What follows belongs to an exercise in optimizing a design on an open flow for small area, a short achievable clock period and few clock cycles per item; a production flow would make more cautious choices.
Only simulation tests tie the RTL to the original design; equivalence was not proved.
Power is estimated from default activity; no workload was simulated.

Design freq_counter, start of the top module:
module freq_counter (
    input  wire        clk,
    input  wire        rst,           
    input  wire        cmd_valid,
    output wire        cmd_ready,
    input  wire [7:0]  cmd_opc,
    input  wire [7:0]  cmd_sym,
    input  wire        in_valid,
    output wire        in_ready,
    input  wire [31:0] in_data,       
    input  wire [2:0]  in_nbytes,     
    input  wire        in_last,       
    input  wire        in_err,        
    output reg         done,
    output reg  [3:0]  err,
    output reg  [15:0] result,
    output reg         freq_valid
);
Size: about 10000 cells after synthesis, ~4000 flip-flops, roughly 81 I/O pins, ~130000 um2 of cells after synthesis.
make LEC_CHECK=0 CAP_MARGIN=20 CORE_MARGIN=2 CORE_UTILIZATION=55 CTS_CLUSTER_DIAMETER=100 CTS_CLUSTER_SIZE=25 PLACE_DENSITY=0.65 SETUP_SLACK_MARGIN=5.0 SLEW_MARGIN=20 finish   # period 8.0 ns
run.sh (not shown) runs the stock make flow with config.mk's settings and CLKGATE_MAP_FILE= SYNTH_SCRIPT=/design/flow/synth_recipe.tcl, a recipe that flattens the netlist after the stock synthesis.
Testbench counts at the start, summed over its fixed seeds: cycles 28,776, bytes 62,843.
==> next run, changes <==
--- a/flow/design.v
+++ b/flow/design.v
@@ -62,20 +62,18 @@
     wire [16:0] acc_sum  = {1'b0, acc} + {14'd0, bq_n};
     wire        bq_cnt   = bq_v && !bq_err;
     wire        bq_end   = bq_v && (bq_err || bq_last || acc_sum[16]);
     wire        fail     = bq_v && (bq_err || acc_sum[16]);
     wire [HW-1:0]   tap_hi   [0:NR-1];
     wire [LW-1:0]   tap_low  [0:NR-1];
     wire [NR-1:0]   tap_hp;
     wire            clearing = (clr_cnt != 4'd0);
     reg  [4:0]      scan_r;          
-    reg             svc_v;           
-    reg  [7:0]      svc_bin;         
     genvar g, j, l;
     generate
         for (g = 0; g < NR; g = g + 1) begin : ring
             reg  [S*LW-1:0] low;      
             reg  [S-1:0]    pend;
             reg  [S*HW-1:0] hi;
             reg  [S-1:0]    hp;
             wire [LW:0]     sum   [0:S-1];
             for (j = 0; j < S; j = j + 1) begin : pos
@@ -110,19 +108,19 @@
             wire [HW-1:0] hh = hi[(S-1)*HW +: HW];
             wire [HW:0]   hpfx;                  
             assign hpfx[0] = 1'b1;
             genvar q;
             for (q = 0; q < HW; q = q + 1) begin : hinc
                 assign hpfx[q+1] = hpfx[q] & hh[q];
             end
             wire [HW-1:0] head_hi = hh ^ ({HW{pend[S-1]}} & hpfx[HW-1:0]);
             wire          head_hc = pend[S-1] & hpfx[HW];
-            wire          scan_clr = svc_v && (svc_bin[7:3] == g);
+            wire          scan_clr = took && (pb[7:3] == g);
             integer m;
             always @(posedge clk) begin
                 for (m = 1; m < S; m = m + 1) begin
                     low[m*LW +: LW] <= sum[m-1][LW-1:0];
                     pend[m]         <= sum[m-1][LW];
                     hi[m*HW +: HW]  <= hi[(m-1)*HW +: HW];
                     hp[m]           <= hp[m-1];
                 end
                 if (scan_clr)
@@ -140,65 +138,72 @@
                 end
             end
             assign tap_hi[g]   = hi[0 +: HW];
             assign tap_low[g]  = low[0 +: LW];
             assign tap_hp[g]   = hp[0];
         end
     endgenerate
     reg  [7:0] x_tag [0:NX-1];
     reg  [3:0] x_cnt [0:NX-1];       
-    wire [NX-1:0] x_hit, x_free;
-    genvar x;
-    generate
-        for (x = 0; x < NX; x = x + 1) begin : xs
-            assign x_hit[x]  = (x_cnt[x] != 4'd0) && (x_tag[x] == svc_bin);
-            assign x_free[x] = (x_cnt[x] == 4'd0);
-        end
-    endgenerate
-    wire [NX-1:0] x_first = x_free & ~(x_free - 1'b1);
-    wire          x_new   = svc_v && (x_hit == {NX{1'b0}});
+    reg        pv;                    
+    reg  [7:0] pb;                    
+    reg  [3:0] ps;                    
+    reg        took;                  
+    wire       take   = tap_hp[scan_r] && !pv && !clearing;
+    wire       x_mine = (x_cnt[NX-1] != 4'd0) && (x_tag[NX-1] == pb);
+    wire       x_grab = (ps == NX) && (x_cnt[NX-1] == 4'd0);
+    wire       x_upd  = pv && (x_mine || x_grab);
     integer xi;
     always @(posedge clk) begin
         if (rst) scan_r <= 5'd0;
         else if (t == 3'd7) scan_r <= scan_r + 5'd1;
-        svc_v   <= !rst && tap_hp[scan_r] && !clearing;
-        svc_bin <= {scan_r, t};
-        for (xi = 0; xi < NX; xi = xi + 1) begin
-            if (clearing)
-                x_cnt[xi] <= 4'd0;
-            else if ((svc_v && x_hit[xi]) || (x_new && x_first[xi]))
-                x_cnt[xi] <= x_cnt[xi] + 4'd1;
-            if (x_new && x_first[xi])
-                x_tag[xi] <= svc_bin;
-        end
+        took <= !rst && take;
+        if (rst || clearing) begin
+            pv <= 1'b0;
+        end else if (take) begin
+            pv <= 1'b1;
+            pb <= {scan_r, t};
+            ps <= 4'd0;
+        end else if (pv) begin
+            if (x_upd) pv <= 1'b0;
+            if (ps != NX) ps <= ps + 4'd1;
+        end
+        for (xi = 1; xi < NX; xi = xi + 1) begin
+            x_tag[xi] <= x_tag[xi-1];
+            x_cnt[xi] <= clearing ? 4'd0 : x_cnt[xi-1];
+        end
+        x_tag[0] <= (pv && x_grab) ? pb : x_tag[NX-1];
+        x_cnt[0] <= clearing ? 4'd0 : x_cnt[NX-1] + {3'd0, x_upd};
     end
     wire [3:0] rx_part [0:NX];
     assign rx_part[0] = 4'd0;
+    genvar x;
     generate
         for (x = 0; x < NX; x = x + 1) begin : xr
             assign rx_part[x+1] = rx_part[x] |
                                   ((x_cnt[x] != 4'd0 && x_tag[x] == slot_sym) ? x_cnt[x] : 4'd0);
         end
     endgenerate
-    wire [3:0] rd_ext = rx_part[NX];
+    wire [3:0] rd_ext  = rx_part[NX];
+    wire       rd_wait = pv && (pb == slot_sym);    
     wire aligned = (slot_sym[2:0] == t);
     wire idle    = !streaming && !bq_v && !settle && !clearing;
     wire exec    = slot_v && idle && (!slot_read || aligned);
     wire [HW+LW:0] rd_part [0:NR];
     assign rd_part[0] = {(HW+LW+1){1'b0}};
     generate
         for (g = 0; g < NR; g = g + 1) begin : rsel
             assign rd_part[g+1] = rd_part[g] |
                                   ({(HW+LW+1){slot_ring[g]}} & {tap_hp[g], tap_hi[g], tap_low[g]});
         end
     endgenerate
     wire [HW+LW:0] rd_ent = rd_part[NR];
-    wire [3:0]  rd_top = rd_ext + {3'd0, rd_ent[HW+LW]};
+    wire [3:0]  rd_top = rd_ext + {3'd0, rd_ent[HW+LW] | rd_wait};
     wire [15:0] rd_val = {rd_top, rd_ent[HW+LW-1:0]};
     wire       streaming_n = !rst && (streaming ? !(in_fire && (in_last || in_err)) && !bq_end
                                                 : (exec && slot_count));
     wire       busy_n      = !rst && (streaming || bq_v || (exec && slot_count));
     wire [3:0] clr_cnt_n   = rst ? S[3:0] :
                              ((exec && (slot_count || slot_clear)) || fail) ? S[3:0] :
                              clearing ? clr_cnt - 4'd1 : 4'd0;
     wire [2:0] t_n         = rst ? 3'd0 : t + 3'd1;
     wire       slot_v_n    = !rst && (cmd_fire || (slot_v && !exec));
=>
- The new run produced a clean layout
- final area falls by 3.8%
- power falls by 1.3%
- global-route usage falls by 0.28 points
- routed wire length falls by 5.3%
- setup slack gains 0.0075 ns
Testbench counts after the change, summed over its fixed seeds: cycles 28,776, bytes 62,843.

[what the ideal ports hide]
Ports are ideal in the flow. The routed layouts listed here were re-timed in OpenROAD. Step 1 (the two cells are an assumption about what drives the block):
set clk [get_ports {clk}]
set_driving_cell -lib_cell sky130_fd_sc_hd__clkbuf_16 $clk
set_driving_cell -lib_cell sky130_fd_sc_hd__buf_2 [delete_from_list [all_inputs] $clk]
Step 2 moves the port delays by t, midway between the first and last clock arrival at a register: inputs arrive t later, outputs are due t later. That takes back most of the time a late clock gives input paths. Slacks: no drivers / after step 1 / after step 2; pairs: no drivers / after step 1.
| run | t, ns | setup slack, ns | worst register clock-pin slew, ns |
|---|---|---|---|
| the first run | 0.969 | 4.983 / 4.923 / 4.257 | 0.11 / 0.11 |
| the second run | 0.958 | 4.990 / 4.937 / 4.280 | 0.11 / 0.11 |
After both steps every run listed still meets setup and hold. For the first run, which loses most, drivers alone change the setup slack by -0.060 ns; drivers and shift together by -0.726 ns.
